Background: an optimization exercise with open tools, aiming at a short achievable clock period and few clock cycles. Do not read the settings as production practice.
RTL that was checked went through simulation tests only; none was proved equivalent to the original.
Power and IR drop assume default switching activity.

==> inputs of job 4080 <==
## turquoise
module turquoise (
    input  wire        clk,
    input  wire        rst,
    input  wire        cmd_valid,
    output wire        cmd_ready,
    input  wire [1:0]  cmd_op,
    input  wire [7:0]  cmd_data,
    output reg         resp_valid,
    output reg         resp_halted,
    output reg         resp_fault,
    output reg  [15:0] cur_x,
    output reg  [15:0] cur_y,
    output reg         paint_valid,
    output reg  [8:0]  paint_x,
    output reg  [7:0]  paint_y,
    output reg         paint_color
);
    localparam ROM_SIZE = 128;
    localparam RD       = 4;        
    localparam QD       = 4;        
    localparam X0       = 16'd136;
    localparam Y0       = 16'd96;
    localparam OP_TICK  = 2'd0;
    localparam OP_BEGIN = 2'd1;
    localparam OP_BYTE  = 2'd2;
    localparam OP_END   = 2'd3;
    integer i;
    reg rdy;
    reg rst_r;
    assign cmd_ready = rdy;
    wire acc      = cmd_valid && rdy;
    wire acc_tick = acc && (cmd_op == OP_TICK);
    wire acc_end  = acc && (cmd_op == OP_END);
    reg       p_byte, p_begin, p_end;
    reg       p_load;       
    reg [7:0] p_data;
    reg       p_nz;         
  ...
Settings: LEC_CHECK=0, CAP_MARGIN=20, CORE_MARGIN=2, CORE_UTILIZATION=65, CTS_CLUSTER_DIAMETER=80, CTS_CLUSTER_SIZE=25, SLEW_MARGIN=20, SYNTH_MEMORY_MAX_BITS=4096; clock period 12.0 ns.
standard.sh (not shown) runs the stock make flow with config.mk's settings and CLKGATE_MAP_FILE= SYNTH_SCRIPT=/design/flow/synth_recipe.tcl, a recipe that flattens the netlist after the stock synthesis.
==> flow/flow/run.sh <==
#!/bin/bash
# The standard layout (standard.sh), with two changes in how it is made:
#  * timing repair is asked to leave extra setup slack, so it keeps optimising
#    below the design's period (the SDC and the period are not changed);
#  * port buffers are plain buffers instead of the default delay-buffer cell.
set -euo pipefail
export SETUP_SLACK_MARGIN=8.5
export TNS_END_PERCENT=100
export BUFFER_PORTS_ARGS="-buffer_cell sky130_fd_sc_hd__buf_4"
bash standard.sh finish > standard_flow.log 2>&1
==> job 8088 (differences from job 4080) <==
--- a/flow/design.v
+++ b/flow/design.v
@@ -48,17 +48,15 @@
         p_nz    <= (cmd_data != 8'd0);
         p_one   <= (cmd_data == 8'd1);
         p_app   <= acc && !rst && (cmd_op == OP_BYTE) && (cmd_data != 8'd0) && app_next;
         rst_r   <= rst;
     end
     reg            act;
-    reg [8*2*ROM_SIZE-1:0] mem;    
+    reg [7:0]      mem  [0:2*ROM_SIZE-1];
     reg [7:0]      a_len;       
     reg [7:0]      s_len;
-    reg [15:0]     s_hoh;       
-    reg [7:0]      s_loh;       
     reg            s_ovf;
     reg            s_term;      
     reg [7:0]      s_rem;       
     reg            s_cyc;       
     reg [7:0]      s_n1;        
     reg            s_n1z;       
@@ -80,46 +78,35 @@
     assign fault_next = (p_begin || p_end) ? 1'b0 :
                         p_byte ? (!s_room ? 1'b1 :
                                   s_fs    ? p_nz :
                                             (!s_term && (s_rem != 8'd1))) :
                         fault_cur;
     wire do_load = p_load && !rst_r;
-    wire p_byte0 = p_byte && act;       
-    wire p_byte1 = p_byte && !act;
     always @(posedge clk) begin
-        for (i = 0; i < ROM_SIZE; i = i + 1) begin
-            if (p_byte0 && s_hoh[i/8] && s_loh[i%8])
-                mem[8*i +: 8] <= p_data;
-            if (p_byte1 && s_hoh[i/8] && s_loh[i%8])
-                mem[8*(ROM_SIZE + i) +: 8] <= p_data;
-        end
+        if (p_byte && s_room)
+            mem[{~act, s_len[6:0]}] <= p_data;
     end
     always @(posedge clk) begin
         if (rst_r)
             act <= 1'b0;
         else if (do_load)
             act <= ~act;
         if (do_load)
             a_len <= s_len;
         if (s_clr) begin
             s_len  <= 8'd0;
-            s_hoh  <= 16'd1;
-            s_loh  <= 8'd1;
             s_ovf  <= 1'b0;
             s_term <= 1'b0;
             s_rem  <= 8'd0;
             s_cyc  <= 1'b0;
             s_f_v  <= 1'b0;
         end else if (p_byte) begin
             if (!s_room) begin
                 s_ovf <= 1'b1;
             end else begin
                 s_len <= s_len + 8'd1;
-                s_loh <= {s_loh[6:0], s_loh[7]};
-                if (s_loh[7])
-                    s_hoh <= s_hoh << 1;
                 if (s_cyc)
                     s_cyc <= 1'b0;
                 if (s_app && !s_f_v) begin
                     s_f_v   <= 1'b1;
                     s_f_n1  <= s_n1;
                     s_f_c1  <= p_data - 8'd1;
@@ -150,13 +137,12 @@
     reg [8:0]      sc_fs;       
     reg [8:0]      sc_fs1;      
     reg [7:0]      sc_n1;
     reg            sc_n1z;
     reg [6:0]      sc_ps;
     reg [7:0]      rd;          
-    reg [6:0]      sc_ra;       
     reg [7:0]      r_n1 [0:RD-1];
     reg [7:0]      r_c1 [0:RD-1];
     reg [6:0]      r_ps [0:RD-1];
     reg [RD-1:0]   r_n1z, r_c1z, r_v;
     wire       sc_push  = sc_cv && (rd != 8'd0);
     wire       sc_room  = !r_v[RD-2];
@@ -165,36 +151,32 @@
     wire [7:0] half_rd  = {1'b0, rd[7:1]} + {7'd0, rd[0]};
     wire       sc_next  = sc_on && sc_ph && (rd != 8'd0);    
     wire       sc_on_next = rst_r ? 1'b0 : do_load ? s_f_v :
                             (sc_on && ((!sc_ph && sc_end) || (sc_ph && rd == 8'd0))) ? 1'b0 : sc_on;
     wire       sc_cv_next = !rst_r && !do_load && sc_next;
     always @(posedge clk) begin
-        rd <= mem[8*{act, sc_ra} +: 8];
+        rd <= mem[{act, sc_ph ? sc_fs1[6:0] : sc_fs[6:0]}];
         sc_on <= sc_on_next;
         sc_cv <= sc_cv_next;
         if (rst_r || do_load) begin
             sc_ph  <= 1'b0;
             sc_fs  <= s_f_nfs;
             sc_fs1 <= s_f_nfs + 9'd1;
-            sc_ra  <= s_f_nfs[6:0];
         end else if (sc_issue) begin
             sc_ph <= 1'b1;
-            sc_ra <= sc_fs1[6:0];
         end else if (sc_ph) begin
-            sc_ra  <= sc_fs[6:0] + 7'd2 + half_rd[6:0];
             sc_ph  <= 1'b0;
             sc_n1  <= rd - 8'd1;
             sc_n1z <= (rd == 8'd1);
             sc_ps  <= sc_fs[6:0] + 7'd2;
             sc_fs  <= sc_fs + 9'd2 + {1'b0, half_rd};
             sc_fs1 <= sc_fs + 9'd3 + {1'b0, half_rd};
         end
     end
     reg            g_v;
     reg [7:0]      g_addr;
-    reg [15:0]     g_oh;        
     reg [7:0]      g_krem;      
     reg [7:0]      g_prem;      
     reg [7:0]      g_n1;
     reg [6:0]      g_ps;
     reg            g_kz;        
     reg            g_pz;        
@@ -205,33 +187,30 @@
     wire g_take = (g_end || !g_v) && r_v[0] && !do_load && !rst_r;
     wire g_v_next = rst_r ? 1'b0 : do_load ? s_f_v : g_take ? 1'b1 : g_end ? 1'b0 : g_v;
     always @(posedge clk) begin
         g_v <= g_v_next;
         if (do_load || g_take) begin
             g_addr <= {do_load ? s_f_ps : r_ps[0], 1'b0};
-            g_oh   <= 16'd1 << {do_load ? s_f_ps[2:0] : r_ps[0][2:0], 1'b0};
             g_ps   <= do_load ? s_f_ps : r_ps[0];
             g_n1   <= do_load ? s_f_n1 : r_n1[0];
             g_krem <= do_load ? s_f_n1 : r_n1[0];
             g_prem <= do_load ? s_f_c1 : r_c1[0];
             g_kz   <= do_load ? s_f_n1z : r_n1z[0];
             g_n1z  <= do_load ? s_f_n1z : r_n1z[0];
             g_pz   <= do_load ? s_f_c1z : r_c1z[0];
         end else if (emit) begin
             if (!g_kz) begin
                 g_krem <= g_krem - 8'd1;
                 g_kz   <= (g_krem == 8'd1);
                 g_addr <= g_addr + 8'd1;
-                g_oh   <= {g_oh[14:0], g_oh[15]};
             end else begin
                 g_prem <= g_prem - 8'd1;
                 g_pz   <= (g_prem == 8'd1);
                 g_krem <= g_n1;
                 g_kz   <= g_n1z;
                 g_addr <= {g_ps, 1'b0};
-                g_oh   <= 16'd1 << {g_ps[2:0], 1'b0};
             end
         end
     end
     reg [RD-1:0] rn_v;
     always @(*) begin
         for (i = 0; i < RD; i = i + 1)
@@ -258,25 +237,16 @@
     end
     wire r_v0_next = !r_clr && (rn_v[0] || sc_push);
     reg [3:0] m1_c [0:31];
     reg [4:0] m1_hi;
     reg       m1_v;
     wire      m1_v_next = emit && !do_load && !rst_r;
-    reg [3:0] m1_sel [0:31];
-    integer k;
-    always @(*) begin
-        for (i = 0; i < 32; i = i + 1) begin
-            m1_sel[i] = 4'd0;
-            for (k = 0; k < 16; k = k + 1)
-                m1_sel[i] = m1_sel[i] | ({4{g_oh[k]}} &
-                            (k[0] ? mem[8*(i*8 + k/2) +: 4] : mem[8*(i*8 + k/2) + 4 +: 4]));
-        end
-    end
     always @(posedge clk) begin
         for (i = 0; i < 32; i = i + 1)
-            m1_c[i] <= m1_sel[i];
+            m1_c[i] <= g_addr[0] ? mem[{i[4:0], g_addr[3:1]}][3:0]
+                                 : mem[{i[4:0], g_addr[3:1]}][7:4];
         m1_hi <= {act, g_addr[7:4]};
         m1_v  <= m1_v_next;
     end
     wire [3:0] arr_op = m1_c[m1_hi];
     wire       arr_v  = m1_v;
     reg [3:0] q_op [0:QD-1];
- CORE_UTILIZATION: 65 -> 60
- CTS_CLUSTER_DIAMETER: 80 -> unset
- CTS_CLUSTER_SIZE: 25 -> unset
==> job 895 (differences from job 4080) <==
--- a/flow/design.v
+++ b/flow/design.v
@@ -48,17 +48,16 @@
         p_nz    <= (cmd_data != 8'd0);
         p_one   <= (cmd_data == 8'd1);
         p_app   <= acc && !rst && (cmd_op == OP_BYTE) && (cmd_data != 8'd0) && app_next;
         rst_r   <= rst;
     end
     reg            act;
-    reg [8*2*ROM_SIZE-1:0] mem;    
+    reg [7:0]      mem  [0:2*ROM_SIZE-1];
     reg [7:0]      a_len;       
     reg [7:0]      s_len;
-    reg [15:0]     s_hoh;       
-    reg [7:0]      s_loh;       
+    reg [ROM_SIZE-1:0] s_oh;    
     reg            s_ovf;
     reg            s_term;      
     reg [7:0]      s_rem;       
     reg            s_cyc;       
     reg [7:0]      s_n1;        
     reg            s_n1z;       
@@ -84,42 +83,39 @@
                         fault_cur;
     wire do_load = p_load && !rst_r;
     wire p_byte0 = p_byte && act;       
     wire p_byte1 = p_byte && !act;
     always @(posedge clk) begin
         for (i = 0; i < ROM_SIZE; i = i + 1) begin
-            if (p_byte0 && s_hoh[i/8] && s_loh[i%8])
-                mem[8*i +: 8] <= p_data;
-            if (p_byte1 && s_hoh[i/8] && s_loh[i%8])
-                mem[8*(ROM_SIZE + i) +: 8] <= p_data;
+            if (p_byte0 && s_oh[i])
+                mem[i] <= p_data;
+            if (p_byte1 && s_oh[i])
+                mem[ROM_SIZE + i] <= p_data;
         end
     end
     always @(posedge clk) begin
         if (rst_r)
             act <= 1'b0;
         else if (do_load)
             act <= ~act;
         if (do_load)
             a_len <= s_len;
         if (s_clr) begin
             s_len  <= 8'd0;
-            s_hoh  <= 16'd1;
-            s_loh  <= 8'd1;
+            s_oh   <= {{(ROM_SIZE-1){1'b0}}, 1'b1};
             s_ovf  <= 1'b0;
             s_term <= 1'b0;
             s_rem  <= 8'd0;
             s_cyc  <= 1'b0;
             s_f_v  <= 1'b0;
         end else if (p_byte) begin
             if (!s_room) begin
                 s_ovf <= 1'b1;
             end else begin
                 s_len <= s_len + 8'd1;
-                s_loh <= {s_loh[6:0], s_loh[7]};
-                if (s_loh[7])
-                    s_hoh <= s_hoh << 1;
+                s_oh  <= s_oh << 1;
                 if (s_cyc)
                     s_cyc <= 1'b0;
                 if (s_app && !s_f_v) begin
                     s_f_v   <= 1'b1;
                     s_f_n1  <= s_n1;
                     s_f_c1  <= p_data - 8'd1;
@@ -165,13 +161,13 @@
     wire [7:0] half_rd  = {1'b0, rd[7:1]} + {7'd0, rd[0]};
     wire       sc_next  = sc_on && sc_ph && (rd != 8'd0);    
     wire       sc_on_next = rst_r ? 1'b0 : do_load ? s_f_v :
                             (sc_on && ((!sc_ph && sc_end) || (sc_ph && rd == 8'd0))) ? 1'b0 : sc_on;
     wire       sc_cv_next = !rst_r && !do_load && sc_next;
     always @(posedge clk) begin
-        rd <= mem[8*{act, sc_ra} +: 8];
+        rd <= mem[{act, sc_ra}];
         sc_on <= sc_on_next;
         sc_cv <= sc_cv_next;
         if (rst_r || do_load) begin
             sc_ph  <= 1'b0;
             sc_fs  <= s_f_nfs;
             sc_fs1 <= s_f_nfs + 9'd1;
@@ -265,13 +261,13 @@
     integer k;
     always @(*) begin
         for (i = 0; i < 32; i = i + 1) begin
             m1_sel[i] = 4'd0;
             for (k = 0; k < 16; k = k + 1)
                 m1_sel[i] = m1_sel[i] | ({4{g_oh[k]}} &
-                            (k[0] ? mem[8*(i*8 + k/2) +: 4] : mem[8*(i*8 + k/2) + 4 +: 4]));
+                            (k[0] ? mem[i*8 + k/2][3:0] : mem[i*8 + k/2][7:4]));
         end
     end
     always @(posedge clk) begin
         for (i = 0; i < 32; i = i + 1)
             m1_c[i] <= m1_sel[i];
         m1_hi <= {act, g_addr[7:4]};
- CORE_UTILIZATION: 65 -> 60
- CTS_CLUSTER_DIAMETER: 80 -> 150
- CTS_CLUSTER_SIZE: 25 -> 40
==> job 7755 (differences from job 4080) <==
--- a/flow/design.v
+++ b/flow/design.v
@@ -48,17 +48,15 @@
         p_nz    <= (cmd_data != 8'd0);
         p_one   <= (cmd_data == 8'd1);
         p_app   <= acc && !rst && (cmd_op == OP_BYTE) && (cmd_data != 8'd0) && app_next;
         rst_r   <= rst;
     end
     reg            act;
-    reg [8*2*ROM_SIZE-1:0] mem;    
+    reg [7:0]      mem  [0:2*ROM_SIZE-1];
     reg [7:0]      a_len;       
     reg [7:0]      s_len;
-    reg [15:0]     s_hoh;       
-    reg [7:0]      s_loh;       
     reg            s_ovf;
     reg            s_term;      
     reg [7:0]      s_rem;       
     reg            s_cyc;       
     reg [7:0]      s_n1;        
     reg            s_n1z;       
@@ -80,46 +78,35 @@
     assign fault_next = (p_begin || p_end) ? 1'b0 :
                         p_byte ? (!s_room ? 1'b1 :
                                   s_fs    ? p_nz :
                                             (!s_term && (s_rem != 8'd1))) :
                         fault_cur;
     wire do_load = p_load && !rst_r;
-    wire p_byte0 = p_byte && act;       
-    wire p_byte1 = p_byte && !act;
     always @(posedge clk) begin
-        for (i = 0; i < ROM_SIZE; i = i + 1) begin
-            if (p_byte0 && s_hoh[i/8] && s_loh[i%8])
-                mem[8*i +: 8] <= p_data;
-            if (p_byte1 && s_hoh[i/8] && s_loh[i%8])
-                mem[8*(ROM_SIZE + i) +: 8] <= p_data;
-        end
+        if (p_byte && s_room)
+            mem[{~act, s_len[6:0]}] <= p_data;
     end
     always @(posedge clk) begin
         if (rst_r)
             act <= 1'b0;
         else if (do_load)
             act <= ~act;
         if (do_load)
             a_len <= s_len;
         if (s_clr) begin
             s_len  <= 8'd0;
-            s_hoh  <= 16'd1;
-            s_loh  <= 8'd1;
             s_ovf  <= 1'b0;
             s_term <= 1'b0;
             s_rem  <= 8'd0;
             s_cyc  <= 1'b0;
             s_f_v  <= 1'b0;
         end else if (p_byte) begin
             if (!s_room) begin
                 s_ovf <= 1'b1;
             end else begin
                 s_len <= s_len + 8'd1;
-                s_loh <= {s_loh[6:0], s_loh[7]};
-                if (s_loh[7])
-                    s_hoh <= s_hoh << 1;
                 if (s_cyc)
                     s_cyc <= 1'b0;
                 if (s_app && !s_f_v) begin
                     s_f_v   <= 1'b1;
                     s_f_n1  <= s_n1;
                     s_f_c1  <= p_data - 8'd1;
@@ -150,13 +137,12 @@
     reg [8:0]      sc_fs;       
     reg [8:0]      sc_fs1;      
     reg [7:0]      sc_n1;
     reg            sc_n1z;
     reg [6:0]      sc_ps;
     reg [7:0]      rd;          
-    reg [6:0]      sc_ra;       
     reg [7:0]      r_n1 [0:RD-1];
     reg [7:0]      r_c1 [0:RD-1];
     reg [6:0]      r_ps [0:RD-1];
     reg [RD-1:0]   r_n1z, r_c1z, r_v;
     wire       sc_push  = sc_cv && (rd != 8'd0);
     wire       sc_room  = !r_v[RD-2];
@@ -165,36 +151,32 @@
     wire [7:0] half_rd  = {1'b0, rd[7:1]} + {7'd0, rd[0]};
     wire       sc_next  = sc_on && sc_ph && (rd != 8'd0);    
     wire       sc_on_next = rst_r ? 1'b0 : do_load ? s_f_v :
                             (sc_on && ((!sc_ph && sc_end) || (sc_ph && rd == 8'd0))) ? 1'b0 : sc_on;
     wire       sc_cv_next = !rst_r && !do_load && sc_next;
     always @(posedge clk) begin
-        rd <= mem[8*{act, sc_ra} +: 8];
+        rd <= mem[{act, sc_ph ? sc_fs1[6:0] : sc_fs[6:0]}];
         sc_on <= sc_on_next;
         sc_cv <= sc_cv_next;
         if (rst_r || do_load) begin
             sc_ph  <= 1'b0;
             sc_fs  <= s_f_nfs;
             sc_fs1 <= s_f_nfs + 9'd1;
-            sc_ra  <= s_f_nfs[6:0];
         end else if (sc_issue) begin
             sc_ph <= 1'b1;
-            sc_ra <= sc_fs1[6:0];
         end else if (sc_ph) begin
-            sc_ra  <= sc_fs[6:0] + 7'd2 + half_rd[6:0];
             sc_ph  <= 1'b0;
             sc_n1  <= rd - 8'd1;
             sc_n1z <= (rd == 8'd1);
             sc_ps  <= sc_fs[6:0] + 7'd2;
             sc_fs  <= sc_fs + 9'd2 + {1'b0, half_rd};
             sc_fs1 <= sc_fs + 9'd3 + {1'b0, half_rd};
         end
     end
     reg            g_v;
     reg [7:0]      g_addr;
-    reg [15:0]     g_oh;        
     reg [7:0]      g_krem;      
     reg [7:0]      g_prem;      
     reg [7:0]      g_n1;
     reg [6:0]      g_ps;
     reg            g_kz;        
     reg            g_pz;        
@@ -205,33 +187,30 @@
     wire g_take = (g_end || !g_v) && r_v[0] && !do_load && !rst_r;
     wire g_v_next = rst_r ? 1'b0 : do_load ? s_f_v : g_take ? 1'b1 : g_end ? 1'b0 : g_v;
     always @(posedge clk) begin
         g_v <= g_v_next;
         if (do_load || g_take) begin
             g_addr <= {do_load ? s_f_ps : r_ps[0], 1'b0};
-            g_oh   <= 16'd1 << {do_load ? s_f_ps[2:0] : r_ps[0][2:0], 1'b0};
             g_ps   <= do_load ? s_f_ps : r_ps[0];
             g_n1   <= do_load ? s_f_n1 : r_n1[0];
             g_krem <= do_load ? s_f_n1 : r_n1[0];
             g_prem <= do_load ? s_f_c1 : r_c1[0];
             g_kz   <= do_load ? s_f_n1z : r_n1z[0];
             g_n1z  <= do_load ? s_f_n1z : r_n1z[0];
             g_pz   <= do_load ? s_f_c1z : r_c1z[0];
         end else if (emit) begin
             if (!g_kz) begin
                 g_krem <= g_krem - 8'd1;
                 g_kz   <= (g_krem == 8'd1);
                 g_addr <= g_addr + 8'd1;
-                g_oh   <= {g_oh[14:0], g_oh[15]};
             end else begin
                 g_prem <= g_prem - 8'd1;
                 g_pz   <= (g_prem == 8'd1);
                 g_krem <= g_n1;
                 g_kz   <= g_n1z;
                 g_addr <= {g_ps, 1'b0};
-                g_oh   <= 16'd1 << {g_ps[2:0], 1'b0};
             end
         end
     end
     reg [RD-1:0] rn_v;
     always @(*) begin
         for (i = 0; i < RD; i = i + 1)
@@ -258,25 +237,16 @@
     end
     wire r_v0_next = !r_clr && (rn_v[0] || sc_push);
     reg [3:0] m1_c [0:31];
     reg [4:0] m1_hi;
     reg       m1_v;
     wire      m1_v_next = emit && !do_load && !rst_r;
-    reg [3:0] m1_sel [0:31];
-    integer k;
-    always @(*) begin
-        for (i = 0; i < 32; i = i + 1) begin
-            m1_sel[i] = 4'd0;
-            for (k = 0; k < 16; k = k + 1)
-                m1_sel[i] = m1_sel[i] | ({4{g_oh[k]}} &
-                            (k[0] ? mem[8*(i*8 + k/2) +: 4] : mem[8*(i*8 + k/2) + 4 +: 4]));
-        end
-    end
     always @(posedge clk) begin
         for (i = 0; i < 32; i = i + 1)
-            m1_c[i] <= m1_sel[i];
+            m1_c[i] <= g_addr[0] ? mem[{i[4:0], g_addr[3:1]}][3:0]
+                                 : mem[{i[4:0], g_addr[3:1]}][7:4];
         m1_hi <= {act, g_addr[7:4]};
         m1_v  <= m1_v_next;
     end
     wire [3:0] arr_op = m1_c[m1_hi];
     wire       arr_v  = m1_v;
     reg [3:0] q_op [0:QD-1];
- CORE_UTILIZATION: 65 -> 60
==> notes <==
The highest wire length belongs to job 8088, the lowest to job 4080. Critical path depth is the same in job 8088 and job 4080. Count of clock-buffer cells in the layout: job 8088 > job 4080 > job 7755. Clock skew, highest first: job 7755, job 8088, job 4080. Job 8088 produced a clean layout. Job 4080 went through all stages and came out clean. Job 7755 completed without violations. Job 895 ended with an error in 5_1_grt on GRT-0116. Design area: job 4080 < job 7755 < job 8088. In die area, job 7755 and job 8088 do not differ. Between job 8088 and job 4080, the lower final cell count is in job 4080 (gap about 22%, measured against job 4080). Of job 8088 and job 895, job 895 has the higher synthesized cell count (gap about 3.4%, measured against job 895). Between job 8088 and job 4080, the lower synthesized area is in job 4080 (gap 3.0%, measured against job 4080). In job 8088 the combinational power is higher than in job 4080, by 46%. The highest setup slack belongs to job 7755, the lowest to job 8088.
==> figures <==
Clock transition time at the flip-flop clock pins of the worst setup and hold paths: job 895 -; job 4080 90 ps; job 8088 60 ps; job 7755 90 ps
Clk. pwr: job 895 -; job 4080 5.47 mW; job 8088 8.57 mW; job 7755 5.70 mW
Average wire length per cell after detail routing: job 895 -; job 4080 40.4 um; job 8088 34.4 um; job 7755 34.7 um
Combinational fraction of design power: job 895 -; job 4080 26.7%; job 8088 30.5%; job 7755 34.1%
Share of the synthesized area in compound gates (AO/OA/AOI/OAI): job 895 17.6%; job 4080 10.1%; job 8088 6.58%; job 7755 6.58%
Flip-flop and latch count: job 895 -; job 4080 2,604; job 8088 2,560; job 7755 2,560
Kind of end point of the critical path: job 895 -; job 4080 output pin; job 8088 output pin; job 7755 register
Num Clock Sinks: job 895 2,708; job 4080 2,604; job 8088 2,560; job 7755 2,560
Dominant class by area: job 895 -; job 4080 sequential cells; job 8088 sequential cells; job 7755 sequential cells
Combined buffer and inverter count along the critical path: job 895 -; job 4080 1; job 8088 1; job 7755 0
Status: job 895 aborted with a tool error; job 4080 finished clean; job 8088 finished clean; job 7755 finished clean
Failing step: job 895 5_1_grt; job 4080 -; job 8088 -; job 7755 -
Total length of routed met3 wires: job 895 -; job 4080 56,000 um; job 8088 45,400 um; job 7755 44,300 um
Worst vdd ir: job 895 -; job 4080 0.199 mV; job 8088 0.179 mV; job 7755 0.175 mV
Count of flip-flops with a built-in enable after synthesis: job 895 2,320; job 4080 2,320; job 8088 2,297; job 7755 2,297
Cell with the largest stage delay on the worst path: job 895 -; job 4080 sky130_fd_sc_hd__dfxtp_4; job 8088 sky130_fd_sc_hd__dfxtp_4; job 7755 sky130_fd_sc_hd__nor2_1
Relative contribution of the clock network to total power: job 895 -; job 4080 25.8%; job 8088 31.5%; job 7755 23.5%
Standard-cell row count: job 895 161; job 4080 153; job 8088 162; job 7755 162
Tcrit/Tclk final: job 895 -; job 4080 31.0%; job 8088 31.5%; job 7755 31.0%
Switching fraction of total power: job 895 -; job 4080 29.6%; job 8088 34.5%; job 7755 36.5%
Worst setup path startpoint: job 895 -; job 4080 cx[0]; job 8088 cx[15]; job 7755 s_len[5]
Uppermost layer routed: job 895 -; job 4080 met5; job 8088 met5; job 7755 met5
Taps Inserted: job 895 -; job 4080 2,325; job 8088 2,542; job 7755 2,542
Die H: job 895 444 um; job 4080 422 um; job 8088 446 um; job 7755 446 um
Testbench counts of job 4080, summed over its fixed seeds: cycles 202,313.
No functional check of the RTL was part of job 8088, job 895 and job 7755.

==> what the ideal ports hide <==
Ports are ideal in the flow. The routed layouts listed here were re-timed in OpenROAD. Step 1 (the two cells are an assumption about what drives the block):
set clk [get_ports {clk}]
set_driving_cell -lib_cell sky130_fd_sc_hd__clkbuf_16 $clk
set_driving_cell -lib_cell sky130_fd_sc_hd__buf_2 [delete_from_list [all_inputs] $clk]
Step 2 adds t to the input delays and takes it off the output delays; t is the mean of the earliest and latest rising clock arrival at the registers after step 1. Input paths then give back, and output paths get back, about the clock's delay inside the block. a / b / c = no drivers / after step 1 / after step 2; a / b = the first two.
run	t, ns	setup WS [ns]	worst setup path at the end
job 4080	0.913	8.274 / 8.189 / 7.710	input to register
job 8088	1.011	8.217 / 8.129 / 7.719	input to register
job 7755	0.920	8.281 / 8.209 / 7.738	input to register
After both steps setup and hold are still met in every run listed. The setup slack of job 4080, which loses most, moves by -0.085 ns with the drivers and by -0.564 ns with both steps.
